This design comes from an exercise in tuning for small area on the open sky130 flow, not from production work.
The RTL was checked by simulation tests, not by an equivalence proof against the original design.
Power is estimated from default activity; no workload was simulated.

`flow/config.mk`:
```
export PLATFORM = sky130hd
export DESIGN_NAME = modbus_led
export DESIGN_NICKNAME = modbus_led
export VERILOG_FILES = /design/flow/design.v
export SDC_FILE = /design/flow/constraint.sdc
export NUM_CORES = 4
export LEC_CHECK = 0
export ABC_AREA = 1
export CAP_MARGIN = 20
export CORE_MARGIN = 2
export CORE_UTILIZATION = 40
export CTS_BUF_LIST = sky130_fd_sc_hd__clkbuf_16
export CTS_CLUSTER_DIAMETER = 100
export CTS_CLUSTER_SIZE = 30
export GPL_TIMING_DRIVEN = 1
export SLEW_MARGIN = 20
```
`flow/run.sh`:
```
#!/bin/bash
# synth_recipe.tcl (not shown) runs the flow's synth.tcl, then flattens the netlist and writes it again
# the make line also repeats each setting of config.mk as NAME=value (left out here)
make -C /OpenROAD-flow-scripts/flow DESIGN_CONFIG=/design/flow/config.mk WORK_HOME=/design/flow/orfs CLKGATE_MAP_FILE= SYNTH_SCRIPT=/design/flow/synth_recipe.tcl finish
```
`flow/design.v`:
```
module mb_proto (
    input  wire        clk,
    input  wire        rst,
    input  wire        rx_valid,
    input  wire [7:0]  rx_data,
    output wire        rx_ready,
    output reg         tx_valid,
    output wire [7:0]  tx_data,
    input  wire        tx_ready,
    input  wire        scan_busy,    
    output wire        note_valid,
    output wire [15:0] note_min,
    output wire [15:0] note_sec,
    output wire        conv,         
    output wire [3:0]  conv_step,
    output wire [9:0]  conv_mbit,    
    output wire [5:0]  conv_sbit,    
    output wire [5:0]  ring_pos
);
    localparam [1:0] S_RX = 2'd0, S_EXEC = 2'd1, S_TX = 2'd2;
    reg [511:0] ring;
    reg [5:0]   pos;            
    reg         clr;            
    reg  [7:0]  rv;             
    always @(*) begin
        case (pos)
            6'd4:  rv = 8'h07;                   
            6'd5:  rv = 8'hB2;
            6'd7, 6'd9, 6'd11: rv = 8'h01;       
            default: rv = 8'h00;
        endcase
    end
    wire [7:0]  base = clr ? rv : ring[7:0];    
    wire        we;
    wire [7:0]  din  = we ? rx_data : base;
    assign ring_pos = pos;
    reg [1:0]  st;
    reg [3:0]  idx;             
    reg [7:0]  rem;             
    reg [31:0] ch;              
    reg        a_big;           
    reg [4:0]  a;
    reg        q_big;           
    reg [6:0]  q;
    reg        bc_ok;           
    reg [6:0]  j;               
    reg        chg;             
    reg        cap;             
    reg        cgo;             
    wire [7:0] fc   = ch[31:24];
    wire       fc03 = (fc == 8'h03);
    wire       fc06 = (fc == 8'h06);
    wire       fc10 = (fc == 8'h10);
    wire       at_slot = (pos == j[5:0]);
    wire [7:0] sum_aq  = {3'b0, a} + {1'b0, q};
    wire       q_zero  = ~q_big & (q == 7'd0);
    wire       rng_bad = a_big | q_big | (sum_aq > 8'd32);
    wire       e03_rd  = fc03 & (q_zero | q_big | (q > 7'd125));
    wire       e02_rd  = fc03 & ~e03_rd & rng_bad;
    wire       e02_ws  = fc06 & a_big;
    wire       e03_wm  = fc10 & (q_zero | q_big | (q > 7'd123) | ~bc_ok);
    wire       e02_wm  = fc10 & ~e03_wm & rng_bad;
    wire       e01     = ~(fc03 | fc06 | fc10);
    wire       e02     = e02_rd | e02_ws | e02_wm;
    wire       exc     = e01 | e02 | e03_rd | e03_wm;
    wire       ok03    = fc03 & ~exc;
    wire       ok06    = fc06 & ~exc;
    wire       last_rx = (idx >= 4'd6) && (rem == 8'd1);
    wire       wr_byte = (fc06 & ~a_big & ((idx == 4'd10 & ~last_rx) | idx == 4'd11)) |
                         (fc10 & ~exc & (idx == 4'd13) & (j != {sum_aq[5:0], 1'b0}));
    assign rx_ready = (st == S_RX) & ~cap & (~wr_byte | at_slot);
    wire   rx_fire  = rx_valid & rx_ready;
    assign we       = rx_fire & wr_byte;
    assign note_valid = cap & ~cgo & ~scan_busy & (pos == 6'd0);
    assign conv      = note_valid | cgo;
    assign conv_step = pos[3:0];
    assign conv_mbit = {ring[448], ring[457], ring[466], ring[475], ring[484],
                        ring[493], ring[502], ring[511], ring[504], ring[1]};
    assign conv_sbit = {ring[496], ring[505], ring[2], ring[11], ring[20], ring[29]};
    assign note_min   = {ring[7:0], ring[15:8]};
    assign note_sec   = {ring[23:16], ring[31:24]};
    wire       ring_ph = (ok03 & idx >= 4'd9) | (ok06 & idx >= 4'd10);
    wire       ring_nx = (ok03 & idx >= 4'd8) | (ok06 & idx >= 4'd9);
    wire       last_tx = ring_ph ? (ok03 ? (j == {sum_aq[5:0], 1'b0}) : ~j[0])
                                 : (idx == (exc ? 4'd8 : 4'd11));
    wire       pace    = ~cap | (pos[4:0] == 5'd0);
    reg  [7:0] tbyte;
    always @(*) begin
        case (idx)
            4'd0: tbyte = ch[7:0];
            4'd1: tbyte = ch[15:8];
            4'd5: tbyte = exc ? 8'd3 : ok03 ? {q[5:0], 1'b0} + 8'd3 : 8'd6;
            4'd6: tbyte = ch[23:16];
            4'd7: tbyte = {exc | fc[7], fc[6:0]};
            4'd8: tbyte = e01 ? 8'd1 : e02 ? 8'd2 : exc ? 8'd3 : ok03 ? {q[6:0], 1'b0} : 8'd0;
            4'd9: tbyte = {3'd0, a};
            4'd11: tbyte = {1'b0, q};
            default: tbyte = 8'd0;
        endcase
    end
    assign tx_data = ring_ph ? rem : tbyte;
    always @(posedge clk) begin
        ring <= {din, ring[511:8]};
        pos  <= pos + 6'd1;
        if (pos == 6'd63) clr <= 1'b0;
        if (note_valid) cgo <= 1'b1;
        if (cgo & (pos == 6'd9)) begin
            cgo <= 1'b0;
            cap <= 1'b0;
        end
        case (st)
            S_RX: if (rx_fire) begin
                if (idx != 4'd13) idx <= idx + 4'd1;
                if (idx >= 4'd6) rem <= rem - 8'd1;
                if (idx == 4'd0 || idx == 4'd1 || idx == 4'd6 || idx == 4'd7)
                    ch <= {rx_data, ch[31:8]};
                case (idx)
                    4'd2: chg <= (rx_data != 8'd0);
                    4'd3, 4'd4: chg <= chg | (rx_data != 8'd0);
                    4'd5: begin
                        chg <= chg | (rx_data < 8'd2) | (rx_data > 8'd253);
                        rem <= rx_data;
                    end
                    4'd6: chg <= 1'b0;
                    4'd8: a_big <= (rx_data != 8'd0);
                    4'd9: begin
                        a_big <= a_big | (rx_data[7:5] != 3'd0);
                        a     <= rx_data[4:0];
                        j     <= {1'b0, rx_data[4:0], 1'b0};
                    end
                    4'd10: q_big <= (rx_data != 8'd0);
                    4'd11: begin
                        q_big <= q_big | rx_data[7];
                        q     <= rx_data[6:0];
                    end
                    4'd12: bc_ok <= (rx_data == {q, 1'b0}) & (rem > rx_data);
                    default: ;
                endcase
                if (we) begin
                    j <= j + 7'd1;
                    if (pos[5:2] == 4'd0 && rx_data != base) chg <= 1'b1;
                end
                if (idx == 4'd6 && chg) begin
                    idx <= 4'd0;
                end else if (last_rx) begin
                    idx <= idx;
                    st  <= S_EXEC;
                end
            end
            S_EXEC: begin
                idx <= 4'd0;
                j   <= {1'b0, a, 1'b0};
                if (((fc03 | fc06) & idx <= 4'd10) | (fc10 & idx <= 4'd11)) begin
                    st <= S_RX;
                end else begin
                    st  <= S_TX;
                    cap <= chg;
                end
            end
            default: begin
                if (~tx_valid) begin
                    if (pace & (~ring_ph | at_slot)) begin
                        tx_valid <= 1'b1;
                        if (ring_ph) begin
                            rem <= din;
                            j   <= j + 7'd1;
                        end
                    end
                end else if (tx_ready) begin
                    if (last_tx) begin
                        tx_valid <= 1'b0;
                        st       <= S_RX;
                        idx      <= 4'd0;
                    end else begin
                        if (~ring_ph) idx <= idx + 4'd1;
                        if (pace & (~ring_nx | at_slot)) begin
                            if (ring_nx) begin
                                rem <= din;
                                j   <= j + 7'd1;
                            end
                        end else
                            tx_valid <= 1'b0;
                    end
                end
            end
        endcase
        if (rst) begin
            pos      <= 6'd0;
            clr      <= 1'b1;
            st       <= S_RX;
            idx      <= 4'd0;
            cap      <= 1'b0;
            cgo      <= 1'b0;
            tx_valid <= 1'b0;
        end
    end
endmodule
module disp_render (
    input  wire        clk,
    input  wire        rst,
    input  wire        load,
    input  wire [15:0] t_min,
    input  wire [15:0] t_sec,
    input  wire        conv,
    input  wire [3:0]  conv_step,
    input  wire [9:0]  conv_mbit,
    input  wire [5:0]  conv_sbit,
    input  wire [1:0]  srow,
    input  wire [4:0]  pcol,        
    output wire        pix
);
    reg       dv;               
    reg       m_sat, s_sat;     
    reg [3:0] dm2, dm1, dm0;    
    reg [2:0] ds1;
    reg [3:0] ds0;
    function [3:0] add3;
        input [3:0] x;
        add3 = (x >= 4'd5) ? x + 4'd3 : x;
    endfunction
    wire       first = (conv_step == 4'd0);
    wire       ms    = first ? ((t_min[15:10] != 6'd0) | (t_min[9:0] > 10'd999)) : m_sat;
    wire       ss    = first ? ((t_sec[15:6] != 10'd0) | (t_sec[5:0] > 6'd59)) : s_sat;
    wire [9:0] m999  = 10'b1110011111;    
    wire [5:0] s59   = 6'b110111;         
    wire       mb    = ms ? m999[conv_step] : conv_mbit[conv_step];
    wire       sb    = ss ? s59[conv_step[2:0]] : conv_sbit[conv_step[2:0]];
    wire [11:0] mcur = first ? 12'd0 : {dm2, add3(dm1), add3(dm0)};
    wire [6:0]  scur = first ? 7'd0  : {ds1, add3(ds0)};
    always @(posedge clk) begin
        if (rst)
            dv <= 1'b0;
        else if (load)
            dv <= 1'b1;
        if (conv) begin
            m_sat <= ms;
            s_sat <= ss;
            {dm2, dm1, dm0} <= {mcur[10:0], mb};
            if (conv_step < 4'd6)
                {ds1, ds0} <= {scur[5:0], sb};
        end
    end
    reg [3:0] d;
    reg [2:0] gc;
    reg       on;
    always @(*) begin
        on = 1'b1; d = 4'd0; gc = 3'd0;
        case (pcol)
            5'd8, 5'd9, 5'd10, 5'd11, 5'd12:   begin d = dm2;         gc = pcol[2:0];        end
            5'd14, 5'd15, 5'd16, 5'd17, 5'd18: begin d = dm1;         gc = pcol[2:0] - 3'd6; end
            5'd20, 5'd21, 5'd22, 5'd23, 5'd24: begin d = dm0;         gc = pcol[2:0] - 3'd4; end
            5'd29, 5'd30, 5'd31, 5'd0, 5'd1:   begin d = {1'b0, ds1}; gc = pcol[2:0] - 3'd5; end
            5'd3, 5'd4, 5'd5, 5'd6, 5'd7:      begin d = ds0;         gc = pcol[2:0] - 3'd3; end
            default: on = 1'b0;
        endcase
    end
    reg [19:0] f;               
    always @(*) begin
        case (d)
            4'd0: f = {5'h0E | 5'h19, 5'h11 | 5'h11, 5'h13 | 5'h0E, 5'h15};
            4'd1: f = {5'h04 | 5'h04, 5'h0C | 5'h04, 5'h04 | 5'h0E, 5'h04};
            4'd2: f = {5'h0E | 5'h04, 5'h11 | 5'h08, 5'h01 | 5'h1F, 5'h02};
            4'd3: f = {5'h1F | 5'h01, 5'h02 | 5'h11, 5'h04 | 5'h0E, 5'h02};
            4'd4: f = {5'h02 | 5'h1F, 5'h06 | 5'h02, 5'h0A | 5'h02, 5'h12};
            4'd5: f = {5'h1F | 5'h01, 5'h10 | 5'h11, 5'h1E | 5'h0E, 5'h01};
            4'd6: f = {5'h06 | 5'h11, 5'h08 | 5'h11, 5'h10 | 5'h0E, 5'h1E};
            4'd7: f = {5'h1F | 5'h08, 5'h01 | 5'h08, 5'h02 | 5'h08, 5'h04};
            4'd8: f = {5'h0E | 5'h11, 5'h11 | 5'h11, 5'h11 | 5'h0E, 5'h0E};
            default: f = {5'h0E | 5'h01, 5'h11 | 5'h02, 5'h11 | 5'h0C, 5'h0F};
        endcase
    end
    wire [4:0] fr = f[19 - 5*srow -: 5];
    assign pix = dv & on & fr[3'd4 - gc];
endmodule
module scan_engine (
    input  wire       clk,
    input  wire       rst,
    input  wire       scan_tick,
    input  wire [5:0] pos,
    output reg        busy,         
    input  wire       pix,          
    output reg        panel_oe,
    output reg  [1:0] panel_addr,
    output reg        panel_data,
    output wire       panel_clk,
    output reg        panel_lat
);
    reg pend;                       
    assign panel_clk = busy & pos[0];
    always @(posedge clk)
        panel_data <= pix;
    always @(posedge clk) begin
        if (rst) begin
            pend       <= 1'b0;
            busy       <= 1'b0;
            panel_oe   <= 1'b0;
            panel_addr <= 2'd3;
            panel_lat  <= 1'b0;
        end else begin
            panel_lat <= 1'b0;
            if (scan_tick) begin
                panel_oe <= 1'b0;
                pend     <= 1'b1;
            end
            if (panel_lat)
                panel_oe <= 1'b1;
            if (pos == 6'd15) begin
                if (busy) begin
                    busy      <= 1'b0;
                    panel_lat <= 1'b1;
                end else if (pend) begin
                    pend       <= 1'b0;
                    busy       <= 1'b1;
                    panel_addr <= panel_addr + 2'd1;
                end
            end
        end
    end
endmodule
module modbus_led (
    input  wire        clk,
    input  wire        rst,
    input  wire        rx_valid,
    input  wire [7:0]  rx_data,
    output wire        rx_ready,
    output wire        tx_valid,
    output wire [7:0]  tx_data,
    input  wire        tx_ready,
    output wire        log_valid,
    output wire [15:0] log_min,
    output wire [15:0] log_sec,
    input  wire        scan_tick,
    output wire        panel_oe,
    output wire [1:0]  panel_addr,
    output wire        panel_data,
    output wire        panel_clk,
    output wire        panel_lat
);
    wire       scan_busy;
    wire [5:0] pos;
    wire       pix;
    wire       conv;
    wire [3:0] conv_step;
    wire [9:0] conv_mbit;
    wire [5:0] conv_sbit;
    mb_proto u_proto (
        .clk        (clk),
        .rst        (rst),
        .rx_valid   (rx_valid),
        .rx_data    (rx_data),
        .rx_ready   (rx_ready),
        .tx_valid   (tx_valid),
        .tx_data    (tx_data),
        .tx_ready   (tx_ready),
        .scan_busy  (scan_busy),
        .note_valid (log_valid),
        .note_min   (log_min),
        .note_sec   (log_sec),
        .conv       (conv),
        .conv_step  (conv_step),
        .conv_mbit  (conv_mbit),
        .conv_sbit  (conv_sbit),
        .ring_pos   (pos)
    );
    disp_render u_disp (
        .clk        (clk),
        .rst        (rst),
        .load       (log_valid),
        .t_min      (log_min),
        .t_sec      (log_sec),
        .conv       (conv),
        .conv_step  (conv_step),
        .conv_mbit  (conv_mbit),
        .conv_sbit  (conv_sbit),
        .srow       (panel_addr),
        .pcol       (pos[5:1]),
        .pix        (pix)
    );
    scan_engine u_scan (
        .clk        (clk),
        .rst        (rst),
        .scan_tick  (scan_tick),
        .pos        (pos),
        .busy       (scan_busy),
        .pix        (pix),
        .panel_oe   (panel_oe),
        .panel_addr (panel_addr),
        .panel_data (panel_data),
        .panel_clk  (panel_clk),
        .panel_lat  (panel_lat)
    );
endmodule
```
`flow/constraint.sdc`:
```
create_clock -name core_clock -period 10.0 [get_ports {clk}]
set_input_delay 2.0000 -clock core_clock [delete_from_list [all_inputs] [get_ports {clk}]]
set_output_delay 2.0000 -clock core_clock [all_outputs]
set_load 0.01 [all_outputs]
```
==> results of run 1 <==
layout make-up:
| class | count | area (µm²) | area share |
|---|---|---|---|
| Clock buffer | 25 | 625.6 | 0.03041 |
| Timing Repair Buffer | 68 | 663.1 | 0.03223 |
| Inverter | 163 | 614.3 | 0.02986 |
| Multi-Input combinational cell | 820 | 4567 | 0.2220 |
| Tap cell | 607 | 759.5 | 0.03691 |
| Sequential cell | 620 | 13250 | 0.6441 |
| Clock inverter | 10 | 87.58 | 0.004257 |
| Antenna cell | 2 | 5.005 | 0.0002433 |
cell usage after synthesis (9+ instances only):
cell type and n:
sky130_fd_sc_hd__dfxtp_1 536, sky130_fd_sc_hd__nand2_1 233, sky130_fd_sc_hd__inv_1 155, sky130_fd_sc_hd__nor2_1 122, sky130_fd_sc_hd__edfxtp_1 84, sky130_fd_sc_hd__o21ai_0 78
sky130_fd_sc_hd__nand3_1 77, sky130_fd_sc_hd__a21oi_1 60, sky130_fd_sc_hd__ha_1 47, sky130_fd_sc_hd__buf_4 34, sky130_fd_sc_hd__nand4_1 27, sky130_fd_sc_hd__nor3_1 25
sky130_fd_sc_hd__xor2_1 23, sky130_fd_sc_hd__clkbuf_1 16, sky130_fd_sc_hd__nor4_1 10, sky130_fd_sc_hd__o211ai_1 10, sky130_fd_sc_hd__o22ai_1 10, sky130_fd_sc_hd__o21ai_1 9
worst max-delay path, cell delays in order, from the launching register on:
cell,delay [ns]
sky130_fd_sc_hd__edfxtp_1,0.55
sky130_fd_sc_hd__ha_1,0.32
sky130_fd_sc_hd__fa_1,0.44
sky130_fd_sc_hd__nand3_1,0.13
sky130_fd_sc_hd__nand4_1,0.10
sky130_fd_sc_hd__nand2_1,0.10
sky130_fd_sc_hd__nand3_1,0.08
sky130_fd_sc_hd__nand2_1,0.07
sky130_fd_sc_hd__nand3_1,0.14
sky130_fd_sc_hd__nand2_2,0.15
sky130_fd_sc_hd__nand3_4,0.16
sky130_fd_sc_hd__nor2_4,0.19
sky130_fd_sc_hd__nand2_2,0.09
sky130_fd_sc_hd__nand2_4,0.12
sky130_fd_sc_hd__clkinv_1,0.22
sky130_fd_sc_hd__o211ai_1,0.25
sky130_fd_sc_hd__clkdlybuf4s50_1,0.57
cells by family after synthesis:
kind of cell             after synthesis  share of synthesized area
buffers and inverters                222                    0.05265
AO/OA/AOI/OAI                        227                    0.07449
AND/OR/NAND/NOR                      518                     0.1229
flip-flops                           620                     0.7051
adder cells (fa/ha/maj)               48                    0.03235
XOR/XNOR                              27                    0.01258
metal layers:
layer,vias up,wire (µm),track usage
li1,5516,-,-
met1,5349,17990,0.2223
met2,340,15930,0.2360
met3,45,2793,0.03271
met4,0,678,0.03733
met5,-,0,0
worst paths after layout:
kind	from	endpoint	slack [ns]	cells past startpoint
min reg2reg	u_proto.ring[453]	u_proto.ring[445]	0.31	0
min	u_proto.ring[453]	u_proto.ring[445]	0.31	0
max reg2reg	u_proto.pos[1]	u_scan.panel_data	5.55	21
max	u_proto.q[0]	tx_data[7]	3.72	16
sequential cells by signal, indices dropped and copies added, names as in the netlist, 2 cells and up:
signal             flops
u_proto.ring         512
u_proto.ch            32
u_proto.rem            8
u_proto.j              7
u_proto.q              7
u_proto.pos            6
u_proto.a              5
u_disp.dm0             4
u_disp.dm1             4
u_disp.dm2             4
u_disp.ds0             4
u_proto.idx            4
u_disp.ds1             3
u_proto.st             2
u_scan.panel_addr      2
through the flow:
step	std cells	utilization
6_report	2315	0.4429
5_1_grt	2313	0.4428
3_3_place_gp	2278	0.4273
3_5_place_dp	2278	0.4273
4_1_cts	2313	0.4427
2_1_floorplan	1662	-
cells in the final DEF, fill, tap and decap left out, drive strengths merged, types with 3 or more instances in the layout:
cell type,netlist,routed
nand4,28,28
a221oi,6,6
o32ai,3,3
o22ai,10,10
o31ai,5,5
nor3,26,26
o21ai,90,90
a211oi,3,3
buf,42,7
inv,159,169
clkdlybuf4s50,0,61
a31oi,3,3
a22o,5,5
edfxtp,84,84
nand3,82,82
clkinv,4,4
nor4,10,10
o211ai,13,13
clkbuf,17,25
a21oi,66,66
o2111ai,6,6
ha,47,47
xor2,23,23
nand2,242,242
nor2,128,128
dfxtp,536,536
xnor2,4,4
power by group:
group | switching (mW) | total [mW] | internal, mW
logic | 0.201 | 0.319 | 0.118
registers | 0.0477 | 2.67 | 2.62
clock network | 0.719 | 1.19 | 0.471
==> impl_summary.txt, run 1 <==
----------------------------------------------------
[Status]
  Result of the run ... timing/DRC/antenna clean

[Clocking]
  CTS tree ... built
  Largest buffer count on any clock path ... 3
  Number of clock sinks ... 620
  Cts hold-fix bufs ... 0
  # Post-CTS Setup Buffers ... 0
  Cts bufs inserted ... 25
  Clock network latency to the later pin of the worst-skew pair ... 0.60 ns
  Clock transition at path regs ... approximately 0.12 ns
  Resized Gates After CTS ... 0
  CTS H-tree depth ... 1
  Cell at the root of the clock tree ... sky130_fd_sc_hd__clkbuf_16

[Global routing]
  Wire length of the first global-routing pass ... 58950 µm
  Global-route total usage across every layer ... 0.1541
  Initial antenna violation count ... 2
  Pin count of the biggest net entering global routing ... 33
  Via count of the first global-routing pass ... 10.74k
  Overall overflow remaining after global route ... 0

[Synth]
  EDFF count, synth ... 84
  Most instantiated flip-flop cell in the synthesis netlist ... sky130_fd_sc_hd__dfxtp_1
  Post-synthesis net count ... 1723
  Area fraction of the dominant cell type after synthesis ... 0.5709
  Yosys synthesis warning count ... 3
  Top area cells in the synthesized netlist ... sky130_fd_sc_hd__dfxtp_1 (57%), sky130_fd_sc_hd__edfxtp_1 (13%), sky130_fd_sc_hd__nand2_1 (4.7%), sky130_fd_sc_hd__ha_1 (3.1%), sky130_fd_sc_hd__inv_1 (3.1%)
  Cell type with the largest total area after synthesis ... sky130_fd_sc_hd__dfxtp_1
  Proportion of synthesized flip-flops having asynchronous set or reset ... 0
  Summed instance area of the synthesized netlist ... 0.01880 mm²
  Instance count of the mapped netlist ... around 1.7k
  Synth Area per Inst ... 11.31 µm²
  Fraction of the yosys area taken by sequential cells ... 0.7051
  Synthesis-stage register bit count ... 620
  Cell variety after synth ... 60

[Detailed routing]
  Detailed-router iteration count before antenna repair ... 5
  DR iter-0 viols ... 809
  Total routed wirelength ... 37390 µm
  WL/cell ... 16.15 µm
  Vias ... 11.25k
  Routed vias/inst ... 4.860
  DRC viols ... 0
  Final antenna-violating net count ... 0

[Timing]
  Highest attainable clock frequency ... around 160 MHz
  Setup repair after global routing missed its margin ... false
  Final WS setup ... 3.723 ns
  Slew HR ... 0.4173
  Minimum clock period ... between 6 and 7 ns
  Number of setup violations in the final report ... 0
  Worst hold margin ... 0.3084 ns
  Setup Skew ... 0.02445 ns
  Count of final max-slew check failures ... 0
  Period utilisation layout ... 0.6277
  Measured slew at the worst slew-check pin ... 0.8709 ns
  Hold violation total from the final report ... 0
  Setup_tns ... 0 ns

[Critical path]
  Required time at the endpoint of the critical path ... 8.00 ns
  CP Class ... register to output port
  Worst path arrival time ... 4.28 ns
  Kind of capture point of the worst setup path ... output port
  Startpoint class of the critical path ... register
  Maximum net fanout on the critical path ... 10

[Floorplanning]
  Horizontal die dimension ... 220.8 µm
  Placeable core region ... 0.04646 mm²
  Effective utilization at floorplan ... 0.4046
  Die footprint ... roughly 0.049 mm²
  Count of standard-cell rows ... 79
  Die height ... approximately 220 µm
  Top-level I/O count ... 62

[Job]
  MaxCap Viol Count ... 0

[Placed design]
  Count of buffers inserted at the top-level ports ... between 60 and 70
  Weighted congestion reported at the end of routability-driven placement ... 0.9067
  Post-placement worst setup slack ... about 4.3 ns
  HPWL after detailed placement ... about 26000 µm
  Placement-stage cell area ... 0.01985 mm²

[Cells and area]
  Filler Cell Count ... around 4.4k
  Share of post-route cells with drive strength above 1 ... 0.04631
  Layout-stage area growth over the synthesis result ... 9.459%
  Count of nets after finishing ... about 1.8k
  Layout Cell Area excl Fill ... 0.02057 mm²

[Power]
  Power, Total ... 4.180 mW
  Maximum ir drop on the vdd rail ... 174.8 µV
  Pwr dens ... 203.2 mW/mm²
  Static power due to leakage ... 8.349 nW

[Min path]
  Kind of path behind the tightest hold check ... register to register

----------------------------------------------------
==> run 2: changes to the inputs <==
--- a/flow/config.mk
+++ b/flow/config.mk
@@ -14,3 +14,3 @@
 export CTS_CLUSTER_SIZE = 30
-export GPL_TIMING_DRIVEN = 1
+export GPL_TIMING_DRIVEN = 0
 export SLEW_MARGIN = 20
==> impl_summary.txt, run 2 <==
----------------------------------------------------
[Cells and area]
  Leading cell types in the layout, fill and taps excluded ... sky130_fd_sc_hd__dfxtp_1 (536), sky130_fd_sc_hd__nand2_1 (233), sky130_fd_sc_hd__inv_1 (162) (was sky130_fd_sc_hd__dfxtp_1 (536), sky130_fd_sc_hd__nand2_1 (233), sky130_fd_sc_hd__inv_1 (161))
  Number of flip-flops in the largest register ... 512 (unchanged)
  Share of post-route cells with drive strength above 1 ... 0.06534 (was 0.04631)
  Filler Cell Count ... 4365 (was 4363)
  Layout Cell Area excl Fill ... 0.02090 mm² (was 0.02057 mm²)
  Final antenna diode count ... 0 (was 2)
  Count of nets after finishing ... 1812 (was 1759)
  Post-Layout Cell Count ... 2367 (was 2315)
  Registers with the most flip-flops ... u_proto.ring (512), u_proto.ch (32), u_proto.rem (8) (unchanged)
  Most common cell after layout, fill and taps aside ... sky130_fd_sc_hd__dfxtp_1 (unchanged)
  Register with the most flip-flops ... u_proto.ring (unchanged)
  Layout-stage area growth over the synthesis result ... 11.18% (was 9.459%)

[Synth]
  Summed instance area of the synthesized netlist ... 0.01880 mm² (unchanged)
  Synth Area per Inst ... 11.31 µm² (unchanged)
  Proportion of synthesized flip-flops having asynchronous set or reset ... 0 (unchanged)
  Fraction of the yosys area taken by sequential cells ... 0.7051 (unchanged)
  Cell type with the largest total area after synthesis ... sky130_fd_sc_hd__dfxtp_1 (unchanged)
  Cell variety after synth ... 60 (unchanged)
  Top area cells in the synthesized netlist ... sky130_fd_sc_hd__dfxtp_1 (57%), sky130_fd_sc_hd__edfxtp_1 (13%), sky130_fd_sc_hd__nand2_1 (4.7%), sky130_fd_sc_hd__ha_1 (3.1%), sky130_fd_sc_hd__inv_1 (3.1%) (unchanged)
  Synthesis-stage register bit count ... 620 (unchanged)
  Instance count of the mapped netlist ... 1662 (unchanged)
  List of most frequent post-synthesis cells ... sky130_fd_sc_hd__dfxtp_1 (536), sky130_fd_sc_hd__nand2_1 (233), sky130_fd_sc_hd__inv_1 (155) (unchanged)
  Library cell with the highest instance count after synthesis ... sky130_fd_sc_hd__dfxtp_1 (unchanged)
  Yosys synthesis warning count ... 3 (unchanged)
  Post-synthesis net count ... 1723 (unchanged)
  EDFF count, synth ... 84 (unchanged)
  Most instantiated flip-flop cell in the synthesis netlist ... sky130_fd_sc_hd__dfxtp_1 (unchanged)
  Area fraction of the dominant cell type after synthesis ... 0.5709 (unchanged)

[Timing]
  Number of setup violations in the final report ... 0 (unchanged)
  Count of final max-slew check failures ... 0 (unchanged)
  Measured slew at the worst slew-check pin ... 0.7291 ns (was 0.8709 ns)
  Setup_tns ... 0 ns (unchanged)
  Slew HR ... 0.5121 (was 0.4173)
  Hold violation total from the final report ... 0 (unchanged)
  Minimum clock period ... 6.674 ns (was 6.277 ns)
  Final WS setup ... 3.326 ns (was 3.723 ns)
  Highest attainable clock frequency ... 149.8 MHz (was 159.3 MHz)
  Worst hold margin ... 0.3209 ns (was 0.3084 ns)
  Setup repair after global routing missed its margin ... false (unchanged)
  Setup Skew ... 0.02437 ns (was 0.02445 ns)
  Period utilisation layout ... 0.6674 (was 0.6277)

[Clocking]
  CTS tree ... built (unchanged)
  Largest buffer count on any clock path ... 3 (unchanged)
  Clock network latency to the later pin of the worst-skew pair ... 0.59 ns (was 0.60 ns)
  Cts hold-fix bufs ... 0 (unchanged)
  Cell at the root of the clock tree ... sky130_fd_sc_hd__clkbuf_16 (unchanged)
  Clock transition at path regs ... 0.12 ns (about the same)
  CTS H-tree depth ... 1 (unchanged)
  # Post-CTS Setup Buffers ... 0 (unchanged)
  Cts bufs inserted ... 25 (unchanged)
  Number of clock sinks ... 620 (unchanged)
  Resized Gates After CTS ... 0 (unchanged)

[Critical path]
  CP Class ... register to output port (unchanged)
  Setup slack of the worst register-to-register path ... 5.85 ns (was 5.55 ns)
  Required time at the endpoint of the critical path ... 8.00 ns (about the same)
  Crit-path slowest cell ... sky130_fd_sc_hd__clkdlybuf4s50_1 (unchanged)
  Kind of capture point of the worst setup path ... output port (unchanged)
  Crit path cell chain ... ha_1, fa_1, nand3_1, nand4_1, nand2_1, nand3_1, nand2_1, nand3_1, nand2_2, nand3_4, nor2_4, nand2_2, nand2_4, clkinv_1, o21ai_0, clkdlybuf4s50_1 (was ha_1, fa_1, nand3_1, nand4_1, nand2_1, nand3_1, nand2_1, nand3_1, nand2_2, nand3_4, nor2_4, nand2_2, nand2_4, clkinv_1, o211ai_1, clkdlybuf4s50_1)
  Maximum net fanout on the critical path ... 10 (unchanged)
  Startpoint class of the critical path ... register (unchanged)
  Count of buffer and inverter cells on the critical path ... 2 (unchanged)
  Kind of cell adding the most delay to the critical path ... simple AND/OR/NAND/NOR gates (unchanged)
  Crit. path cell count ... 16 (unchanged)
  CP most frequent cell ... sky130_fd_sc_hd__nand3_1 (unchanged)
  Critical Path Start ... u_proto.q[0] (unchanged)
  Largest incremental delay on the critical path ... 0.63 ns (was 0.57 ns)
  Worst setup path endpoint ... tx_data[4] (was tx_data[7])
  FF-to-FF path depth ... 19 (was 21)
  End of the worst register-to-register path ... u_proto.rem[2] (was u_scan.panel_data)
  Worst path arrival time ... 4.67 ns (was 4.28 ns)
  Critical R2R Launch ... u_proto.q[0] (was u_proto.pos[1])

[Power]
  Static power due to leakage ... 8.567 nW (was 8.349 nW)
  Maximum ir drop on the vdd rail ... 210.9 µV (was 174.8 µV)
  Pwr dens ... 199.8 mW/mm² (was 203.2 mW/mm²)

[Global routing]
  Wire length of the first global-routing pass ... 57640 µm (was 58950 µm)
  Global-route total usage across every layer ... 0.1497 (was 0.1541)
  Pin count of the biggest net entering global routing ... 32 (was 33)
  Initial antenna violation count ... 0 (was 2)
  Via count of the first global-routing pass ... 10.66k (was 10.74k)
  Overall overflow remaining after global route ... 0 (unchanged)

[Detailed routing]
  Final antenna-violating net count ... 0 (unchanged)
  Routed vias/inst ... 4.819 (was 4.860)
  Total routed wirelength ... 36550 µm (was 37390 µm)
  Detailed-router iteration count before antenna repair ... 5 (unchanged)
  DR iter-0 viols ... 928 (was 809)
  Vias ... 11.41k (was 11.25k)
  DRC viols ... 0 (unchanged)
  WL/cell ... 15.44 µm (was 16.15 µm)

[Min path]
  Kind of path behind the tightest hold check ... register to register (unchanged)

[Floorplanning]
  Placeable core region ... 0.04646 mm² (unchanged)
  Count of standard-cell rows ... 79 (unchanged)
  Effective utilization at floorplan ... 0.4046 (unchanged)
  Die footprint ... 0.04874 mm² (unchanged)
  Horizontal die dimension ... 220.8 µm (unchanged)
  Die height ... 220.8 µm (unchanged)
  Top-level I/O count ... 62 (unchanged)

[Job]
  MaxCap Viol Count ... 0 (unchanged)

[Placed design]
  Count of buffers inserted at the top-level ports ... 60 (was 61)
  Number of placed cells counting well taps ... 2330 (was 2278)
  Placement-stage cell area ... 0.02018 mm² (was 0.01985 mm²)
  Post-placement worst setup slack ... 4.076 ns (was 4.324 ns)
  HPWL after detailed placement ... 26310 µm (was 26490 µm)
  Weighted congestion reported at the end of routability-driven placement ... 0.8880 (was 0.9067)

[Status]
  Result of the run ... timing/DRC/antenna clean (unchanged)

----------------------------------------------------
[run 2: cell count changes in the layout (fill, tap and decap cells not counted), moves of 2 or more]
cell and delta:
sky130_fd_sc_hd__buf_2 +6, sky130_fd_sc_hd__buf_4 +27, sky130_fd_sc_hd__buf_6 +2, sky130_fd_sc_hd__clkbuf_1 +16, sky130_fd_sc_hd__diode_2 -2
[run 2: layer usage]
metal,share of wire,global-route usage,wire length [µm]
met1,0.50,0.2212,18220
met2,0.42,0.2279,15260
met3,0.062,0.02763,2271
met4,0.022,0.03311,792
met5,0,0,0
[run 2: logic make-up after synthesis]
family          synth area share
fa+ha+maj                0.03235
xor+xnor                 0.01258
simple gates              0.1229
flops                     0.7051
buf+inv                  0.05265
compound gates           0.07449
[run 2: layout make-up]
cell class / count / area (µm²) / area share
multi-input cells: 820 / 4562 / 0.2183
repair buffers: 62 / 620.6 / 0.02970
clock buffers: 25 / 625.6 / 0.02993
well taps: 607 / 759.5 / 0.03634
flip-flops and latches: 620 / 13250 / 0.6341
clock inverters: 11 / 88.84 / 0.004251
inverters: 163 / 614.3 / 0.02940
plain buffers: 59 / 375.4 / 0.01796
[run 2: worst reg2reg max path: stages, from the launching register on]
cell and delay (ns):
sky130_fd_sc_hd__edfxtp_1 0.58, sky130_fd_sc_hd__ha_1 0.34, sky130_fd_sc_hd__fa_1 0.43, sky130_fd_sc_hd__nand3_1 0.13, sky130_fd_sc_hd__nand4_1 0.12, sky130_fd_sc_hd__nand2_1 0.11, sky130_fd_sc_hd__nand3_1 0.08, sky130_fd_sc_hd__nand2_1 0.06
sky130_fd_sc_hd__nand3_1 0.16, sky130_fd_sc_hd__nand2_2 0.17, sky130_fd_sc_hd__nand3_4 0.16, sky130_fd_sc_hd__nor2_4 0.22, sky130_fd_sc_hd__nand2_2 0.10, sky130_fd_sc_hd__nand2_4 0.15, sky130_fd_sc_hd__nand2_2 0.09, sky130_fd_sc_hd__nand2_4 0.11
sky130_fd_sc_hd__nand4_1 0.09, sky130_fd_sc_hd__nand2_1 0.10, sky130_fd_sc_hd__nor2_1 0.04, sky130_fd_sc_hd__nor2_1 0.56
[run 2: how the worst min path moves through the flow]
stage,start,to,slack (ns),cells past startpoint
after floorplan,u_proto.ring[108],u_proto.ring[100],0.31,0
after global placement,u_proto.ring[465],u_proto.ring[457],0.31,0
after detailed placement,u_proto.ring[146],u_proto.ring[138],0.31,0
after CTS,u_proto.ring[486],u_proto.ring[478],0.33,0
after global routing,u_proto.ring[245],u_proto.ring[237],0.33,0
final,u_proto.ring[486],u_proto.ring[478],0.32,0
[run 2: per-stage QoR]
step	utilization	power, mW
floorplan	-	2.916
global placement	0.4339	3.037
detailed placement	0.4344	3.046
CTS	0.4497	4.229
global route	0.4499	4.362
finish	0.4499	4.176
[run 2: power breakdown]
part,switching (mW),internal [mW]
registers,0.0432,2.62
logic,0.207,0.119
clock network,0.713,0.471
==> run 3: changes to the inputs <==
==> flow/flow/run.sh (new file) <==
#!/bin/bash
# Own layout flow: the standard ORFS flow (standard.sh) with these changes
# to how the layout is made:
#  - synthesis maps logic with an area-only ABC script (flow/abc_area.script)
#    and inserts no extra buffers on nets that also drive output ports,
#  - the port buffers use the smallest buffer cell,
#  - clock tree synthesis clusters up to 30 sinks per clkbuf_16 and adds no
#    dummy loads.
# Every tool's full output is in ORFS's logs under orfs/logs/; this script's
# output (make and the DEF export) is in run_standard.log.
set -euo pipefail
W=$PWD
rm -rf "$W/scripts_own"
cp -r "$FLOW_HOME/scripts" "$W/scripts_own"
cp "$W/flow/abc_area.script" "$W/scripts_own/abc_area.script"
export SCRIPTS_DIR="$W/scripts_own"
export SYNTH_INSBUF=0
export BUFFER_PORTS_ARGS="-buffer_cell sky130_fd_sc_hd__buf_1"
export CTS_ARGS="-sink_clustering_enable -repair_clock_nets -sink_clustering_size 30 -sink_clustering_max_diameter 100 -buf_list sky130_fd_sc_hd__clkbuf_16 -dont_use_dummy_load"
bash "$W/standard.sh" > "$W/run_standard.log" 2>&1
==> flow/flow/abc_area.script (new file) <==
strash
balance
rewrite
refactor
balance
rewrite
rewrite -z
balance
refactor -z
rewrite -z
balance
dch -f
map -a
topo
==> flow/standard.sh (new file) <==
#!/bin/bash
# synth_recipe.tcl (not shown) runs the flow's synth.tcl, then flattens the netlist and writes it again
# the make line also repeats each setting of config.mk as NAME=value (left out here)
make -C /OpenROAD-flow-scripts/flow DESIGN_CONFIG=/design/flow/config.mk WORK_HOME=/design/flow/orfs CLKGATE_MAP_FILE= SYNTH_SCRIPT=/design/flow/synth_recipe.tcl "${@:-finish}"
--- a/flow/config.mk
+++ b/flow/config.mk
@@ -10,7 +10,5 @@
 export CORE_MARGIN = 2
-export CORE_UTILIZATION = 40
-export CTS_BUF_LIST = sky130_fd_sc_hd__clkbuf_16
-export CTS_CLUSTER_DIAMETER = 100
-export CTS_CLUSTER_SIZE = 30
+export CORE_UTILIZATION = 60
 export GPL_TIMING_DRIVEN = 0
+export PLACE_DENSITY = 0.7
 export SLEW_MARGIN = 20
removed: flow/run.sh
==> impl_summary.txt, run 3 <==
----------------------------------------------------
[Cells and area]
  Count of nets after finishing ... 1617 (was 1812)
  Register with the most flip-flops ... u_proto.ring (unchanged)
  Filler Cell Count ... 2186 (was 4365)
  Share of post-route cells with drive strength above 1 ... 0.02317 (was 0.06534)
  Layout-stage area growth over the synthesis result ... 7.816% (was 11.18%)
  Number of flip-flops in the largest register ... 512 (unchanged)
  Registers with the most flip-flops ... u_proto.ring (512), u_proto.ch (32), u_proto.rem (8) (unchanged)
  Leading cell types in the layout, fill and taps excluded ... sky130_fd_sc_hd__dfxtp_1 (536), sky130_fd_sc_hd__clkinv_1 (166), sky130_fd_sc_hd__nor2_1 (127) (was sky130_fd_sc_hd__dfxtp_1 (536), sky130_fd_sc_hd__nand2_1 (233), sky130_fd_sc_hd__inv_1 (162))
  Most common cell after layout, fill and taps aside ... sky130_fd_sc_hd__dfxtp_1 (unchanged)

[Floorplanning]
  Effective utilization at floorplan ... 0.6135 (was 0.4046)
  Horizontal die dimension ... 176.0 µm (was 220.8 µm)
  Placeable core region ... 0.02894 mm² (was 0.04646 mm²)
  Die footprint ... 0.03098 mm² (was 0.04874 mm²)
  Top-level I/O count ... 62 (unchanged)
  Count of standard-cell rows ... 62 (was 79)
  Die height ... 176.0 µm (was 220.8 µm)

[Detailed routing]
  DR iter-0 viols ... 807 (was 928)
  DRC viols ... 0 (unchanged)
  Routed vias/inst ... 5.382 (was 4.819)
  Detailed-router iteration count before antenna repair ... 5 (unchanged)
  Final antenna-violating net count ... 0 (unchanged)
  WL/cell ... 17.32 µm (was 15.44 µm)
  Vias ... 10.45k (was 11.41k)
  Total routed wirelength ... 33610 µm (was 36550 µm)

[Timing]
  Setup Skew ... 0.05030 ns (was 0.02437 ns)
  Number of setup violations in the final report ... 0 (unchanged)
  Minimum clock period ... 7.052 ns (was 6.674 ns)
  Period utilisation layout ... 0.7052 (was 0.6674)
  Count of final max-slew check failures ... 0 (unchanged)
  Setup_tns ... 0 ns (unchanged)
  Highest attainable clock frequency ... 141.8 MHz (was 149.8 MHz)
  Measured slew at the worst slew-check pin ... 1.075 ns (was 0.7291 ns)
  Slew HR ... 0.2810 (was 0.5121)
  Hold violation total from the final report ... 0 (unchanged)
  Setup repair after global routing missed its margin ... false (unchanged)

[Global routing]
  Via count of the first global-routing pass ... 9722 (was 10.66k)
  Initial antenna violation count ... 1 (was 0)
  Overall overflow remaining after global route ... 0 (unchanged)
  Wire length of the first global-routing pass ... 52700 µm (was 57640 µm)
  Global-route total usage across every layer ... 0.2167 (was 0.1497)
  Pin count of the biggest net entering global routing ... 31 (was 32)

[Synth]
  Top area cells in the synthesized netlist ... sky130_fd_sc_hd__dfxtp_1 (60%), sky130_fd_sc_hd__edfxtp_1 (14%), sky130_fd_sc_hd__clkinv_1 (3.5%), sky130_fd_sc_hd__ha_1 (3.3%), sky130_fd_sc_hd__nor2_1 (2.7%) (was sky130_fd_sc_hd__dfxtp_1 (57%), sky130_fd_sc_hd__edfxtp_1 (13%), sky130_fd_sc_hd__nand2_1 (4.7%), sky130_fd_sc_hd__ha_1 (3.1%), sky130_fd_sc_hd__inv_1 (3.1%))
  Synth Area per Inst ... 12.10 µm² (was 11.31 µm²)
  Synthesis-stage register bit count ... 620 (unchanged)
  EDFF count, synth ... 84 (unchanged)
  Library cell with the highest instance count after synthesis ... sky130_fd_sc_hd__dfxtp_1 (unchanged)
  Area fraction of the dominant cell type after synthesis ... 0.6045 (was 0.5709)
  List of most frequent post-synthesis cells ... sky130_fd_sc_hd__dfxtp_1 (536), sky130_fd_sc_hd__clkinv_1 (166), sky130_fd_sc_hd__nor2_1 (128) (was sky130_fd_sc_hd__dfxtp_1 (536), sky130_fd_sc_hd__nand2_1 (233), sky130_fd_sc_hd__inv_1 (155))
  Summed instance area of the synthesized netlist ... 0.01775 mm² (was 0.01880 mm²)
  Most instantiated flip-flop cell in the synthesis netlist ... sky130_fd_sc_hd__dfxtp_1 (unchanged)
  Proportion of synthesized flip-flops having asynchronous set or reset ... 0 (unchanged)
  Yosys synthesis warning count ... 3 (unchanged)
  Cell type with the largest total area after synthesis ... sky130_fd_sc_hd__dfxtp_1 (unchanged)
  Post-synthesis net count ... 1528 (was 1723)
  Instance count of the mapped netlist ... 1467 (was 1662)
  Fraction of the yosys area taken by sequential cells ... 0.7465 (was 0.7051)
  Cell variety after synth ... 40 (was 60)

[Clocking]
  CTS tree ... built (unchanged)
  CTS H-tree depth ... 1 (unchanged)
  Clock transition at path regs ... 0.10 ns (was 0.12 ns)
  Clock network latency to the later pin of the worst-skew pair ... 0.57 ns (was 0.59 ns)
  Largest buffer count on any clock path ... 3 (unchanged)
  Number of clock sinks ... 620 (unchanged)
  Cts bufs inserted ... 25 (unchanged)
  Cts hold-fix bufs ... 0 (unchanged)
  Resized Gates After CTS ... 0 (unchanged)
  # Post-CTS Setup Buffers ... 0 (unchanged)
  Cell at the root of the clock tree ... sky130_fd_sc_hd__clkbuf_16 (unchanged)

[Power]
  Power, Total ... 3.860 mW (was 4.176 mW)
  Maximum ir drop on the vdd rail ... 181.4 µV (was 210.9 µV)
  Static power due to leakage ... 7.134 nW (was 8.567 nW)
  Pwr dens ... 201.7 mW/mm² (was 199.8 mW/mm²)

[Placed design]
  Weighted congestion reported at the end of routability-driven placement ... 0.9142 (was 0.8880)
  Count of buffers inserted at the top-level ports ... 61 (was 60)
  HPWL after detailed placement ... 23410 µm (was 26310 µm)

[Critical path]
  Maximum net fanout on the critical path ... 9 (was 10)
  Critical R2R Launch ... u_proto.q[0] (unchanged)
  CP Class ... register to output port (unchanged)
  Critical Path Start ... u_proto.q[0] (unchanged)
  Worst path arrival time ... 5.05 ns (was 4.67 ns)
  FF-to-FF path depth ... 20 (was 19)
  Startpoint class of the critical path ... register (unchanged)
  Kind of capture point of the worst setup path ... output port (unchanged)
  Required time at the endpoint of the critical path ... 8.00 ns (about the same)

[Min path]
  Kind of path behind the tightest hold check ... register to register (unchanged)
  Hold Path Depth ... 0 (unchanged)
  Hold path start ... u_proto.ring[371] (was u_proto.ring[486])

[Job]
  MaxCap Viol Count ... 0 (unchanged)

[Status]
  Result of the run ... timing/DRC/antenna clean (unchanged)

----------------------------------------------------
run 3: cell count changes after synthesis, sizes merged, moves of 14 or more:
cell / change
a22oi: +25
clkbuf: -17
nand2: -129
inv: -159
nand4: -16
buf: -42
o22ai: +14
nand3: -51
clkinv: +162
run 3: area by class of cell:
cell class | count | area (µm²) | area share
Clock buffer | 25 | 625.6 | 0.03269
Sequential cell | 620 | 13250 | 0.6924
Inverter | 166 | 623.1 | 0.03256
Antenna cell | 3 | 7.507 | 0.0003922
Multi-Input combinational cell | 681 | 3894 | 0.2034
Timing Repair Buffer | 62 | 256.5 | 0.01340
Tap cell | 384 | 480.5 | 0.02510
run 3: per-layer routing:
metal | vias up | global-route usage | share of wire
met5 | - | 0 | 0
met4 | 0 | 0.05337 | 0.023
met3 | 54 | 0.02713 | 0.054
met2 | 327 | 0.3469 | 0.45
met1 | 4935 | 0.3173 | 0.47
li1 | 5131 | - | -
run 3: path summary, 6_finish.rpt:
| check | to | slack [ns] |
|---|---|---|
| hold / removal | u_proto.ring[363] | 0.28 |
| hold reg to reg | u_proto.ring[363] | 0.28 |
| setup / recovery | tx_data[1] | 2.95 |
| setup reg to reg | u_proto.j[4] | 4.44 |
run 3: metrics by stage:
step	hold WS [ns]	setup slack, ns	utilization	cell area (µm²)	instances
global route	0.2801	2.619	0.6612	19130	1938
global placement	0.3097	3.562	0.6380	18460	1912
detailed placement	0.3121	3.614	0.6394	18500	1913
floorplan	0.3096	4.744	-	17750	1467
finish	0.2795	2.948	0.6615	19140	1941
CTS	0.2821	3.010	0.6610	19130	1938
run 3: logic make-up after synthesis:
kind of cell	share of synthesized area
adders and majority gates	0.03425
AOI/OAI and AO/OA	0.09332
DFF	0.7465
xor gates and xnor gates	0.009374
buffers and inverters	0.03510
and+or+nand+nor	0.08141
run 3: worst max-delay path, stage by stage (launching register included):
cell and delay (ns):
sky130_fd_sc_hd__edfxtp_1 0.57, sky130_fd_sc_hd__ha_1 0.31, sky130_fd_sc_hd__fa_1 0.42, sky130_fd_sc_hd__a21oi_1 0.16, sky130_fd_sc_hd__o21ai_0 0.13, sky130_fd_sc_hd__xor2_1 0.19, sky130_fd_sc_hd__clkinv_1 0.09, sky130_fd_sc_hd__a31o_2 0.17
sky130_fd_sc_hd__a41oi_1 0.09, sky130_fd_sc_hd__a21oi_1 0.15, sky130_fd_sc_hd__nand2_1 0.22, sky130_fd_sc_hd__nor2_1 0.66, sky130_fd_sc_hd__clkinv_1 0.42, sky130_fd_sc_hd__o21ai_0 0.38, sky130_fd_sc_hd__o2111ai_1 0.24, sky130_fd_sc_hd__nand2_1 0.11
sky130_fd_sc_hd__o21ai_0 0.08, sky130_fd_sc_hd__buf_1 0.13
run 3: report_power, final:
part / switching [mW] / internal (mW) / total (mW)
combinational: 0.0969 / 0.0474 / 0.144
sequential: 0.0232 / 2.58 / 2.60
clock: 0.664 / 0.450 / 1.11
total: 0.784 / 3.08 / 3.86
==> run 4: changes to the inputs <==
==> flow/flow/run.sh (replaced) <==
#!/bin/bash
# Own layout flow: the standard ORFS flow (standard.sh) with these changes
# to how the layout is made:
#  - synthesis leaves adders to ABC instead of mapping them to adder cells,
#    maps logic with an area-only ABC script (flow/abc_area.script), and
#    inserts no extra buffers on nets that also drive output ports,
#  - the port buffers use the smallest buffer cell,
#  - clock tree synthesis clusters up to 12 sinks per clkbuf_4 and adds no
#    dummy loads.
# Every tool's full output is in ORFS's logs under orfs/logs/; this script's
# output (make and the DEF export) is in run_standard.log.
set -euo pipefail
W=$PWD
rm -rf "$W/scripts_own"
cp -r "$FLOW_HOME/scripts" "$W/scripts_own"
cp "$W/flow/abc_area.script" "$W/scripts_own/abc_area.script"
export SCRIPTS_DIR="$W/scripts_own"
export ADDER_MAP_FILE=
export SYNTH_INSBUF=0
export BUFFER_PORTS_ARGS="-buffer_cell sky130_fd_sc_hd__buf_1"
export CTS_ARGS="-sink_clustering_enable -repair_clock_nets -sink_clustering_size 12 -sink_clustering_max_diameter 40 -buf_list sky130_fd_sc_hd__clkbuf_4 -dont_use_dummy_load"
bash "$W/standard.sh" > "$W/run_standard.log" 2>&1
==> flow/flow/abc_area.script (replaced) <==
strash
balance
rewrite
refactor
balance
rewrite
rewrite -z
balance
refactor -z
rewrite -z
balance
&get -n
&st
&dch -f
&nf -a -R 1000
&st
&dch -f
&nf -a -R 1000
&put
topo
--- a/flow/config.mk
+++ b/flow/config.mk
@@ -10,5 +10,5 @@
 export CORE_MARGIN = 2
-export CORE_UTILIZATION = 60
+export CORE_UTILIZATION = 70
 export GPL_TIMING_DRIVEN = 0
-export PLACE_DENSITY = 0.7
+export PLACE_DENSITY = 0.8
 export SLEW_MARGIN = 20
==> impl_summary.txt, run 4 <==
----------------------------------------------------
[Synth]
  EDFF count, synth ... 84 (unchanged)
  Synthesized-area fraction occupied by ao, oa, aoi and oai cells ... 0.09366 (was 0.09332)
  Synthesis-stage register bit count ... 620 (unchanged)
  Library cell with the highest instance count after synthesis ... sky130_fd_sc_hd__dfxtp_1 (unchanged)
  Summed instance area of the synthesized netlist ... 0.01694 mm² (was 0.01775 mm²)
  Top area cells in the synthesized netlist ... sky130_fd_sc_hd__dfxtp_1 (63%), sky130_fd_sc_hd__edfxtp_1 (15%), sky130_fd_sc_hd__a21oi_1 (2.0%), sky130_fd_sc_hd__nor2_1 (2.0%), sky130_fd_sc_hd__nand2_1 (1.8%) (was sky130_fd_sc_hd__dfxtp_1 (60%), sky130_fd_sc_hd__edfxtp_1 (14%), sky130_fd_sc_hd__clkinv_1 (3.5%), sky130_fd_sc_hd__ha_1 (3.3%), sky130_fd_sc_hd__nor2_1 (2.7%))
  List of most frequent post-synthesis cells ... sky130_fd_sc_hd__dfxtp_1 (536), sky130_fd_sc_hd__nor2_1 (90), sky130_fd_sc_hd__edfxtp_1 (84) (was sky130_fd_sc_hd__dfxtp_1 (536), sky130_fd_sc_hd__clkinv_1 (166), sky130_fd_sc_hd__nor2_1 (128))
  Most instantiated flip-flop cell in the synthesis netlist ... sky130_fd_sc_hd__dfxtp_1 (unchanged)
  Instance count of the mapped netlist ... 1261 (was 1467)
  Fraction of the yosys area taken by sequential cells ... 0.7824 (was 0.7465)
  Area fraction of the dominant cell type after synthesis ... 0.6335 (was 0.6045)
  Cell variety after synth ... 60 (was 40)
  Adder and majority cell fraction of the synthesized area ... 0 (was 0.03425)
  Share of synthesized cell area in and, or, nand and nor gates ... 0.09462 (was 0.08141)
  Proportion of synthesized flip-flops having asynchronous set or reset ... 0 (unchanged)
  Post-synthesis net count ... 1274 (was 1528)
  Combinational family with the most area after synthesis ... simple AND/OR/NAND/NOR gates (was compound AO/OA/AOI/OAI gates)
  Post-synthesis mux area share ... 0.003841 (was 0)
  Cell type with the largest total area after synthesis ... sky130_fd_sc_hd__dfxtp_1 (unchanged)
  Yosys synthesis warning count ... 3 (unchanged)
  Synth Area per Inst ... 13.43 µm² (was 12.10 µm²)
  Synthesized-area fraction occupied by xor and xnor cells ... 0.02017 (was 0.009374)

[Detailed routing]
  WL/cell ... 18.22 µm (was 17.32 µm)
  Final antenna-violating net count ... 0 (unchanged)
  Detailed-router iteration count before antenna repair ... 6 (was 5)
  DR iter-0 viols ... 1047 (was 807)
  Vias ... 9931 (was 10.45k)
  Routed vias/inst ... 5.814 (was 5.382)
  Total routed wirelength ... 31130 µm (was 33610 µm)
  DRC viols ... 0 (unchanged)

[Power]
  P_sw ... 0.7742 mW (was 0.7843 mW)
  Sw frac ... 0.2106 (was 0.2032)
  Relative contribution of sequential cells to total power ... 0.710 (was 0.674)
  Static power due to leakage ... 6.726 nW (was 7.134 nW)
  Pint ... 2.902 mW (was 3.076 mW)
  Maximum ir drop on the vdd rail ... 142.2 µV (was 181.4 µV)
  Combinational power share ... 0.032 (was 0.037)
  Pwr dens ... 203.2 mW/mm² (was 201.7 mW/mm²)
  Clock power share ... 0.258 (was 0.289)

[Critical path]
  Critical Path Start ... u_proto.q[1] (was u_proto.q[0])
  Kind of capture point of the worst setup path ... output port (unchanged)
  Crit-path slowest cell ... sky130_fd_sc_hd__edfxtp_1 (was sky130_fd_sc_hd__nor2_1)
  Worst path arrival time ... 5.05 ns (about the same)
  Startpoint class of the critical path ... register (unchanged)
  Kind of cell adding the most delay to the critical path ... compound AO/OA/AOI/OAI gates (unchanged)
  Setup slack of the worst register-to-register path ... 4.54 ns (was 4.44 ns)
  CP most frequent cell ... sky130_fd_sc_hd__nand2_1 (was sky130_fd_sc_hd__o21ai_0)
  Required time at the endpoint of the critical path ... 8.00 ns (about the same)
  CP Class ... register to output port (unchanged)
  Count of buffer and inverter cells on the critical path ... 1 (was 3)
  Maximum net fanout on the critical path ... 14 (was 9)
  Largest incremental delay on the critical path ... 0.64 ns (was 0.66 ns)
  Crit path cell chain ... xnor2_1, o21ai_0, nand2_1, nand2_1, xnor2_1, nand4_1, o21ai_0, a21oi_1, a211oi_2, nand2_1, o22ai_2, nor2_1, o21ai_0, nand2_1, buf_1 (was ha_1, fa_1, a21oi_1, o21ai_0, xor2_1, clkinv_1, a31o_2, a41oi_1, a21oi_1, nand2_1, nor2_1, clkinv_1, o21ai_0, o2111ai_1, nand2_1, o21ai_0, buf_1)
  Worst setup path endpoint ... tx_data[0] (was tx_data[1])
  End of the worst register-to-register path ... u_proto.j[4] (unchanged)
  FF-to-FF path depth ... 17 (was 20)
  Critical R2R Launch ... u_proto.q[1] (was u_proto.q[0])
  Crit. path cell count ... 15 (was 17)

[Timing]
  Setup repair after global routing missed its margin ... false (unchanged)
  Minimum clock period ... 7.046 ns (was 7.052 ns)
  Slew HR ... 0.3036 (was 0.2810)
  Count of final max-slew check failures ... 0 (unchanged)
  Setup_tns ... 0 ns (unchanged)
  Hold violation total from the final report ... 0 (unchanged)
  Number of setup violations in the final report ... 0 (unchanged)
  Setup Skew ... 0.04497 ns (was 0.05030 ns)
  Measured slew at the worst slew-check pin ... 1.045 ns (was 1.075 ns)
  Period utilisation layout ... 0.7046 (was 0.7052)
  Highest attainable clock frequency ... 141.9 MHz (was 141.8 MHz)

[Floorplanning]
  Top-level I/O count ... 62 (unchanged)
  Horizontal die dimension ... 159.6 µm (was 176.0 µm)
  Die height ... 159.6 µm (was 176.0 µm)
  Effective utilization at floorplan ... 0.7174 (was 0.6135)
  Count of standard-cell rows ... 56 (was 62)
  Placeable core region ... 0.02361 mm² (was 0.02894 mm²)
  Die footprint ... 0.02546 mm² (was 0.03098 mm²)

[Cells and area]
  Count of nets after finishing ... 1403 (was 1617)
  Layout-stage area growth over the synthesis result ... 6.818% (was 7.816%)
  Layout Cell Area excl Fill ... 0.01809 mm² (was 0.01914 mm²)
  Registers with the most flip-flops ... u_proto.ring (512), u_proto.ch (32), u_proto.rem (8) (unchanged)
  Share of post-route cells with drive strength above 1 ... 0.05331 (was 0.02317)
  Number of flip-flops in the largest register ... 512 (unchanged)
  Register with the most flip-flops ... u_proto.ring (unchanged)
  Most common cell after layout, fill and taps aside ... sky130_fd_sc_hd__dfxtp_1 (unchanged)
  Leading cell types in the layout, fill and taps excluded ... sky130_fd_sc_hd__dfxtp_1 (536), sky130_fd_sc_hd__nor2_1 (89), sky130_fd_sc_hd__edfxtp_1 (84) (was sky130_fd_sc_hd__dfxtp_1 (536), sky130_fd_sc_hd__clkinv_1 (166), sky130_fd_sc_hd__nor2_1 (127))

[Global routing]
  Initial antenna violation count ... 3 (was 1)
  Wire length of the first global-routing pass ... 49470 µm (was 52700 µm)
  Pin count of the biggest net entering global routing ... 24 (was 31)
  Overall overflow remaining after global route ... 0 (unchanged)
  Via count of the first global-routing pass ... 9593 (was 9722)
  Global-route total usage across every layer ... 0.2439 (was 0.2167)

[Clocking]
  CTS tree ... built (unchanged)
  Resized Gates After CTS ... 0 (unchanged)
  Cts hold-fix bufs ... 0 (unchanged)
  Cts bufs inserted ... 61 (was 25)
  Cell at the root of the clock tree ... sky130_fd_sc_hd__clkbuf_4 (was sky130_fd_sc_hd__clkbuf_16)
  Clock network latency to the later pin of the worst-skew pair ... 0.73 ns (was 0.57 ns)
  Number of clock sinks ... 620 (unchanged)
  # Post-CTS Setup Buffers ... 0 (unchanged)
  Largest buffer count on any clock path ... 3 (unchanged)
  CTS H-tree depth ... 2 (was 1)
  Clock transition at path regs ... 0.11 ns (was 0.10 ns)

[Min path]
  Hold Path Depth ... 0 (unchanged)
  Kind of path behind the tightest hold check ... register to register (unchanged)

[Placed design]
  Count of buffers inserted at the top-level ports ... 61 (unchanged)
  Weighted congestion reported at the end of routability-driven placement ... 0.9533 (was 0.9142)
  HPWL after detailed placement ... 21130 µm (was 23410 µm)
  Placement-stage cell area ... 0.01760 mm² (was 0.01850 mm²)

[Status]
  Result of the run ... timing/DRC/antenna clean (unchanged)

[Job]
  MaxCap Viol Count ... 0 (unchanged)

----------------------------------------------------
[run 4: cell types whose count changed in the layout (fill, tap and decap cells not counted), sizes merged, moves of 11 or more]
cell and delta:
o21ai -31, nand2b +11, o22ai -18, and3 +11, ha -47, clkbuf +37, clkinv -142, nor2b +13
nor2 -38, nand2 -30, and2 +11, xnor2 +17
[run 4: cell families after synthesis]
logic type	Yosys count
multiplexers	5
AND/OR/NAND/NOR	331
XOR/XNOR	39
AO/OA/AOI/OAI	242
flip-flops	620
buffers and inverters	24
[run 4: power by group through the flow]
stage	Clock (mW)	Combinational [mW]	Sequential [mW]
detailed placement	0	0.115	2.67
global placement	0	0.111	2.66
floorplan	0	0.0783	2.65
global route	1.06	0.131	2.62
finish	0.948	0.118	2.61
CTS	0.978	0.116	2.61
[run 4: worst register-to-register path, cell delays in order (launching register included)]
cell and delay (ns):
sky130_fd_sc_hd__edfxtp_1 0.64, sky130_fd_sc_hd__xnor2_1 0.26, sky130_fd_sc_hd__o21ai_0 0.29, sky130_fd_sc_hd__nand2_1 0.12, sky130_fd_sc_hd__nand2_1 0.11, sky130_fd_sc_hd__xnor2_1 0.18, sky130_fd_sc_hd__nand4_1 0.12, sky130_fd_sc_hd__o21ai_0 0.25
sky130_fd_sc_hd__a21oi_1 0.12, sky130_fd_sc_hd__a211oi_2 0.54, sky130_fd_sc_hd__nand2_1 0.42, sky130_fd_sc_hd__o22ai_2 0.60, sky130_fd_sc_hd__and2_0 0.23, sky130_fd_sc_hd__o21bai_1 0.14, sky130_fd_sc_hd__o211a_1 0.19, sky130_fd_sc_hd__o21ai_0 0.13
sky130_fd_sc_hd__a221oi_1 0.53, sky130_fd_sc_hd__clkbuf_2 0.28
[run 4: how the worst min path moves through the flow]
stage / slack (ns) / end / start
3_5_place_dp: 0.31 / u_proto.ring[64] / u_proto.ring[72]
4_1_cts: 0.31 / u_proto.ring[333] / u_proto.ring[341]
2_1_floorplan: 0.31 / u_proto.ring[100] / u_proto.ring[108]
6_report: 0.31 / u_proto.ring[333] / u_proto.ring[341]
3_3_place_gp: 0.31 / u_proto.ring[191] / u_proto.ring[199]
5_1_grt: 0.32 / u_proto.ring[335] / u_proto.ring[343]
[run 4: stage by stage]
step / total power [mW] / std cells / hold slack [ns] / setup slack (ns) / utilization
2_1_floorplan: 2.732 / 1261 / 0.3096 / 4.401 / -
3_3_place_gp: 2.775 / 1641 / 0.3104 / 3.045 / 0.7440
3_5_place_dp: 2.781 / 1644 / 0.3121 / 2.982 / 0.7454
4_1_cts: 3.703 / 1705 / 0.3081 / 2.157 / 0.7648
5_1_grt: 3.812 / 1708 / 0.3199 / 2.619 / 0.7663
6_report: 3.676 / 1708 / 0.3144 / 2.954 / 0.7663
[run 4: routing by layer]
layer	vias to the layer above	GRT usage	part of all wire
met3	85	0.05105	0.074
met5	-	0	0.00042
met4	2	0.08719	0.028
li1	4725	-	-
met1	4705	0.3336	0.44
met2	414	0.3910	0.46
[run 4: layout make-up]
| class | count | area, µm² |
|---|---|---|
| Fill cell | 1497 | 5519 |
| Multi-Input combinational cell | 617 | 3630 |
| Inverter | 24 | 90.09 |
| Antenna cell | 1 | 2.502 |
| Tap cell | 319 | 399.1 |
| Timing Repair Buffer | 66 | 261.5 |
| Sequential cell | 620 | 13250 |
| Clock buffer | 61 | 457.9 |
==> run 5: changes to the inputs <==
--- a/flow/config.mk
+++ b/flow/config.mk
@@ -10,5 +10,5 @@
 export CORE_MARGIN = 2
-export CORE_UTILIZATION = 70
+export CORE_UTILIZATION = 60
 export GPL_TIMING_DRIVEN = 0
-export PLACE_DENSITY = 0.8
+export PLACE_DENSITY = 0.7
 export SLEW_MARGIN = 20
==> impl_summary.txt, run 5 <==
----------------------------------------------------
[Cells and area]
  Share of post-route cells with drive strength above 1 ... 0.05671 (was 0.05331)
  Registers with the most flip-flops ... u_proto.ring (512), u_proto.ch (32), u_proto.rem (8) (unchanged)

[Detailed routing]
  Routed vias/inst ... 5.537 (was 5.814)

[Clocking]
  CTS tree ... built (unchanged)
  Cell at the root of the clock tree ... sky130_fd_sc_hd__clkbuf_4 (unchanged)
  Resized Gates After CTS ... 0 (unchanged)
  CTS H-tree depth ... 3 (was 2)
  Cts bufs inserted ... 67 (was 61)
  Number of clock sinks ... 620 (unchanged)

[Timing]
  Setup_tns ... 0 ns (unchanged)
  Final WS setup ... 3.063 ns (was 2.954 ns)
  Highest attainable clock frequency ... 144.1 MHz (was 141.9 MHz)
  Setup repair after global routing missed its margin ... false (unchanged)
  Number of setup violations in the final report ... 0 (unchanged)
  Setup Skew ... 0.1512 ns (was 0.04497 ns)

[Synth]
  Post-synthesis net count ... 1274 (unchanged)
  Proportion of synthesized flip-flops having asynchronous set or reset ... 0 (unchanged)
  Area fraction of the dominant cell type after synthesis ... 0.6335 (unchanged)
  Synthesis-stage register bit count ... 620 (unchanged)
  Fraction of the yosys area taken by sequential cells ... 0.7824 (unchanged)
  Synthesized-area fraction occupied by ao, oa, aoi and oai cells ... 0.09366 (unchanged)
  Library cell with the highest instance count after synthesis ... sky130_fd_sc_hd__dfxtp_1 (unchanged)

[Power]
  Relative contribution of sequential cells to total power ... 0.703 (was 0.710)
  P_sw ... 0.7762 mW (was 0.7742 mW)
  Pint ... 2.933 mW (was 2.902 mW)
  Combinational power share ... 0.032 (about the same)

[Status]
  Result of the run ... timing/DRC/antenna clean (unchanged)

[Floorplanning]
  Top-level I/O count ... 62 (unchanged)
  Die footprint ... 0.02959 mm² (was 0.02546 mm²)
  Die height ... 172.0 µm (was 159.6 µm)

[Global routing]
  Global-route layer with the greatest usage ... met2 (unchanged)
  Pin count of the biggest net entering global routing ... 24 (unchanged)

[Job]
  MaxCap Viol Count ... 0 (unchanged)

[Min path]
  Kind of path behind the tightest hold check ... register to register (unchanged)

----------------------------------------------------
==> run 5: cell types whose count changed in the layout (fill, tap and decap cells not counted), sizes merged <==
cell and change:
clkbuf +5
==> run 5: worst max-delay path, stage by stage, from the launching register on <==
cell and delay, ns:
sky130_fd_sc_hd__edfxtp_1 0.60, sky130_fd_sc_hd__xnor2_1 0.24, sky130_fd_sc_hd__o21ai_0 0.27, sky130_fd_sc_hd__nand2_1 0.11, sky130_fd_sc_hd__nand2_1 0.11, sky130_fd_sc_hd__xnor2_1 0.17
sky130_fd_sc_hd__nand4_1 0.11, sky130_fd_sc_hd__o21ai_0 0.22, sky130_fd_sc_hd__a21oi_1 0.12, sky130_fd_sc_hd__a211oi_2 0.56, sky130_fd_sc_hd__nand2_1 0.40, sky130_fd_sc_hd__o22ai_2 0.62
sky130_fd_sc_hd__nor2_1 0.26, sky130_fd_sc_hd__o21ai_0 0.17, sky130_fd_sc_hd__nand2_1 0.13, sky130_fd_sc_hd__buf_1 0.15
==> run 5: power groups by stage <==
| stage | registers, mW | logic, mW | clock network (mW) |
|---|---|---|---|
| after floorplan | 2.65 | 0.0783 | 0 |
| after global placement | 2.66 | 0.111 | 0 |
| after detailed placement | 2.67 | 0.115 | 0 |
| after CTS | 2.61 | 0.116 | 1.03 |
| after global routing | 2.62 | 0.130 | 1.13 |
| final | 2.61 | 0.117 | 0.984 |
==> run 5: logic make-up (layout without fill, tap and decap cells) <==
logic type                Yosys count  count (layout)
DFF                               620             620
and+or+nand+nor                   331             331
AOI/OAI and AO/OA                 242             242
xor gates and xnor gates           39              39
buffers and inverters              24             156
muxes                               5               5
other                               0               1
==> run 5: worst paths after layout <==
check / start / to / slack (ns) / depth (start not counted)
setup reg to reg: u_proto.q[1] / u_proto.rem[1] / 4.54 / 16
hold reg to reg: u_proto.ring[93] / u_proto.ring[85] / 0.28 / 0
hold / removal: u_proto.ring[93] / u_proto.ring[85] / 0.28 / 0
setup / recovery: u_proto.q[1] / tx_data[1] / 3.06 / 15
==> run 5: stage by stage <==
step	cell area (µm²)	hold WS, ns	power, mW	util
2_1_floorplan	16940	0.3096	2.732	-
3_3_place_gp	17640	0.3103	2.775	0.6350
3_5_place_dp	17680	0.3121	2.780	0.6363
4_1_cts	18180	0.2650	3.760	0.6544
5_1_grt	18210	0.2599	3.876	0.6553
6_report	18210	0.2814	3.709	0.6553
==> run 5: area by class of cell <==
| cell class | count | area share |
|---|---|---|
| inverters | 24 | 0.004948 |
| diodes | 1 | 0.0001375 |
| repair buffers | 65 | 0.01409 |
| multi-input cells | 617 | 0.1992 |
| clock buffers | 67 | 0.02763 |
| flip-flops and latches | 620 | 0.7280 |
| well taps | 378 | 0.02598 |
==> run 5: layer usage <==
layer | vias up | part of all wire
li1 | 4734 | -
met1 | 4610 | 0.47
met2 | 378 | 0.42
met3 | 90 | 0.071
met4 | 0 | 0.036
met5 | - | 0

Check on run 5: ideal ports give 3.063 ns setup slack; a clkbuf_16 on the clock port and buf_2 on the inputs give 3.020 ns; moving port delays by the midpoint clock arrival (0.685 ns) as well gives 3.705 ns.
